What follows belongs to an exercise in optimizing a design on an open flow for small area, a short achievable clock period and few clock cycles per item; a production flow would make more cautious choices.

fjord:
==> flow/design.v (excerpt) <==
module conv3x3 (
    input  wire         clk,
    input  wire         rst,
    input  wire         cfg_we,
    input  wire [3:0]   cfg_addr,
    input  wire [31:0]  cfg_wdata,
    input  wire         in_valid,
    output wire         in_ready,
    input  wire [143:0] in_pix,
    input  wire [8:0]   in_mask,
    output wire         out_valid,
    input  wire         out_ready,
    output wire [15:0]  out_pix
);
    localparam SW = 52;      
    localparam DM = 35;      
    localparam QW = 34;      
    localparam K_TOT = 2'd0;
    localparam K_WS  = 2'd1;
    localparam K_PIX = 2'd2;
    localparam D_IDLE = 2'd0;
    localparam D_ITER = 2'd1;
    localparam D_FIN  = 2'd2;
    reg [31:0] wt [0:8];
    reg [31:0] divisor;
    reg [31:0] threshold;
    reg        div_auto;
    reg        dyn_div;
    reg        lane16;
    integer n;
    always @(posedge clk) begin
        if (cfg_we) begin
            case (cfg_addr)
                4'd9:    divisor   <= cfg_wdata;
                4'd10:   threshold <= cfg_wdata;
                4'd11:   begin
                             div_auto <= cfg_wdata[0];
                             dyn_div  <= cfg_wdata[1];
                             lane16   <= cfg_wdata[2];
                         end
                default: begin
                             for (n = 0; n < 9; n = n + 1)
                                 if (cfg_addr == n) wt[n] <= cfg_wdata;
                         end
            endcase
        end
    end
    reg        active;        
    reg [1:0]  ph;            
    reg [3:0]  jj;            
    reg        cd_ok;         
  ...
For scale: ~6,100 cells after synthesis, ~210 I/O pins, ~0.062 mm2 of cells after synthesis.
export LEC_CHECK = 0
export CAP_MARGIN = 20
export CORE_MARGIN = 2
export CORE_UTILIZATION = 60
export SLEW_MARGIN = 20
create_clock -name core_clock -period 12.5 [get_ports {clk}]
standard.sh (not shown) runs the stock make flow with config.mk's settings and CLKGATE_MAP_FILE= SYNTH_SCRIPT=/design/flow/synth_recipe.tcl, a recipe that flattens the netlist after the stock synthesis.
==> flow/flow/run.sh <==
#!/bin/bash
# The standard layout (standard.sh, unchanged synthesis), with two changes in how it
# is made: timing repair aims for 8 ns of extra setup slack, so the resizer keeps
# improving paths past the 12.5 ns constraint, and clock tree synthesis clusters more
# sinks per leaf buffer and inserts no dummy loads. Each tool's output is in standard.log.
set -o pipefail
bash standard.sh SETUP_SLACK_MARGIN=8 \
  "CTS_ARGS=-sink_clustering_enable -repair_clock_nets -sink_clustering_size 25 -sink_clustering_max_diameter 90 -dont_use_dummy_load" \
  finish > standard.log 2>&1
fjord | status: complete | timing, DRC, antenna: pass
Changes in onyx relative to fjord:
--- a/flow/design.v
+++ b/flow/design.v
@@ -118,38 +118,39 @@
                 default: active_n = 1'b0;
             endcase
         end
     end
     wire [287:0] wflat = {wt[8], wt[7], wt[6], wt[5], wt[4], wt[3], wt[2], wt[1], wt[0]};
     wire [SW-1:0] as4 = dig_first ? {SW{1'b0}} : {acc_s[SW-3:0], 2'b00};
     wire [SW-1:0] ac4 = dig_first ? {SW{1'b0}} : {acc_c[SW-3:0], 2'b00};
     wire [SW-1:0] ra, rb;
     c3_mac u_mac (.one(d_one), .two(d_two), .neg(d_neg), .w(wflat), .as(as4), .ac(ac4), .ra(ra), .rb(rb));
-    wire [SW-1:0] racc, rm1;
-    c3_cadd u_cadd (.a(acc_s), .b(acc_c), .r(racc), .rm1(rm1));
+    wire [SW-1:0] racc    = acc_s + acc_c;
+    wire [SW-1:0] rm1     = acc_s + acc_c + {SW{1'b1}};
+    wire          acc_neg = racc[SW-1];
+    wire [SW-1:0] acc_abs = acc_neg ? ~rm1 : racc;
     wire          tot_div = (acc_kind == K_TOT) && !div_auto;
-    wire [SW-1:0] dsx     = {{(SW-32){divisor[31]}}, divisor};
-    wire          abs_neg = tot_div ? divisor[31] : racc[SW-1];
-    wire [SW-1:0] abs_out = tot_div ? (divisor[31] ? (~dsx + 1'b1) : dsx) :
-                            (racc[SW-1] ? ~rm1 : racc);
+    wire [31:0]   dabs    = divisor[31] ? (~divisor + 1'b1) : divisor;
+    wire          abs_neg = tot_div ? divisor[31] : acc_neg;
+    wire [DM-1:0] abs_mag = tot_div ? {3'd0, dabs} : acc_abs[DM-1:0];
     wire          abs_zero = tot_div ? ~|divisor : ~|racc;
-    wire [DM-1:0] abs_d   = abs_zero ? {{(DM-1){1'b0}}, 1'b1} : abs_out[DM-1:0];
+    wire [DM-1:0] abs_d   = {abs_mag[DM-1:1], abs_mag[0] | abs_zero};
     wire [31:0] T = threshold;
     wire t_small8  = (T[31:10] == 22'd0) | ((&T[31:10]) & (T[9:8] != 2'b00));
     wire t_small16 = (T[31:18] == 14'd0) | ((&T[31:18]) & (T[17:16] != 2'b00));
     reg  [1:0] msel;       
     always @(posedge clk) msel <= lane16 ? (t_small16 ? 2'd1 : 2'd2) : (t_small8 ? 2'd0 : 2'd2);
     reg [50:0] nrot;
     always @(*) begin
         case (msel)
-            2'd0:    nrot = {abs_out[9:0],  abs_out[50:10]};
-            2'd1:    nrot = {abs_out[17:0], abs_out[50:18]};
-            default: nrot = {abs_out[33:0], abs_out[50:34]};
+            2'd0:    nrot = {acc_abs[9:0],  acc_abs[50:10]};
+            2'd1:    nrot = {acc_abs[17:0], acc_abs[50:18]};
+            default: nrot = {acc_abs[33:0], acc_abs[50:34]};
         endcase
     end
     reg [40:0]   nhi;     
     reg [QW-1:0] nlo;     
     reg [5:0]    kit;     
     always @(*) begin
         case (msel)
             2'd0:    begin nhi = {6'd0, s2_n[40:0]};   nlo = {s2_n[50:17] & {{10{1'b1}}, 24'd0}}; kit = 6'd8;  end
             2'd1:    begin nhi = {8'd0, s2_n[32:0]};   nlo = {s2_n[50:17] & {{18{1'b1}}, 16'd0}}; kit = 6'd16; end
@@ -284,19 +285,19 @@
         if (csa_go) begin
             acc_s    <= ra;
             acc_c    <= rb;
             acc_usew <= dig_usew;
         end
         if (cpa_go) begin
             case (acc_kind)
                 K_PIX: begin
                     s2_n    <= nrot;
-                    s2_sneg <= abs_neg;
+                    s2_sneg <= acc_neg;
                     if (!acc_usew) begin
                         s2_d    <= cd_r;
                         s2_dneg <= cd_neg;
                     end
                 end
                 K_WS: begin
                     s2_d    <= abs_d;
                     s2_dneg <= abs_neg;
                 end
@@ -324,51 +325,18 @@
             qneg[1] <= s2_sneg ^ s2_dneg;
             sat[1]  <= ovf;
         end
         if (fin0 || fin1) out_r <= clamped;
     end
     assign in_ready  = in_ready_r;
     assign out_valid = out_v;
     assign out_pix   = out_r;
 endmodule
-module c3_cadd (
-    input  wire [51:0] a,
-    input  wire [51:0] b,
-    output wire [51:0] r,
-    output wire [51:0] rm1
-);
-    wire [51:0] x = ~(a ^ b);
-    wire [51:0] y = {a[50:0] | b[50:0], 1'b0};
-    wire [51:0] p = x ^ y;
-    wire [51:0] g = x & y;
-    wire [51:0] gl [0:6];
-    wire [51:0] pl [0:6];
-    assign gl[0] = g;
-    assign pl[0] = p;
-    genvar l, i;
-    generate
-        for (l = 0; l < 6; l = l + 1) begin : lv
-            for (i = 0; i < 52; i = i + 1) begin : bt
-                if (i >= (1 << l)) begin : cb
-                    assign gl[l+1][i] = gl[l][i] | (pl[l][i] & gl[l][i - (1 << l)]);
-                    assign pl[l+1][i] = pl[l][i] & pl[l][i - (1 << l)];
-                end else begin : pb
-                    assign gl[l+1][i] = gl[l][i];
-                    assign pl[l+1][i] = pl[l][i];
-                end
-            end
-        end
-    endgenerate
-    wire [51:0] c0 = {gl[6][50:0], 1'b0};
-    wire [51:0] c1 = {gl[6][50:0] | pl[6][50:0], 1'b1};
-    assign rm1 = p ^ c0;
-    assign r   = p ^ c1;
-endmodule
 module c3_mac (
     input  wire [8:0]   one,
     input  wire [8:0]   two,
     input  wire [8:0]   neg,
     input  wire [287:0] w,
     input  wire [51:0]  as,
     input  wire [51:0]  ac,
     output wire [51:0]  ra,
     output wire [51:0]  rb
Findings:
Between fjord and onyx, worst-margin pin slew increased.
onyx ends up with a met2 wire length that is 11 mm higher than in fjord.
Critical path depth for onyx: 5 down relative to fjord
Final worst-path cycle share ends up lower on fjord.
Function was not checked in any run of this note: the RTL went through the layout flow alone.

## separate check: timing with driven ports
Ports are ideal in the flow. The routed layouts listed here were re-timed in OpenROAD. Step 1 (the two cells are an assumption about what drives the block):
set clk [get_ports {clk}]
set_driving_cell -lib_cell sky130_fd_sc_hd__clkbuf_16 $clk
set_driving_cell -lib_cell sky130_fd_sc_hd__buf_2 [delete_from_list [all_inputs] $clk]
Step 2 also shifts input and output timing later by t, the mid clock arrival at the registers, as if the neighbouring blocks saw the same clock. Three values: ideal ports, drivers, drivers and shift; two values: the first two.
run | shift t [ns] | slack for setup (ns) | latest minus earliest clock arrival (ns)
fjord | 0.729 | 7.755 / 7.755 / 7.334 | 0.106 / 0.106
onyx | 0.724 | 7.626 / 7.626 / 7.359 | 0.080 / 0.080
After both steps every run listed still meets setup and hold. For fjord, which loses most, drivers alone change the setup slack by 0.000 ns; drivers and shift together by -0.421 ns.
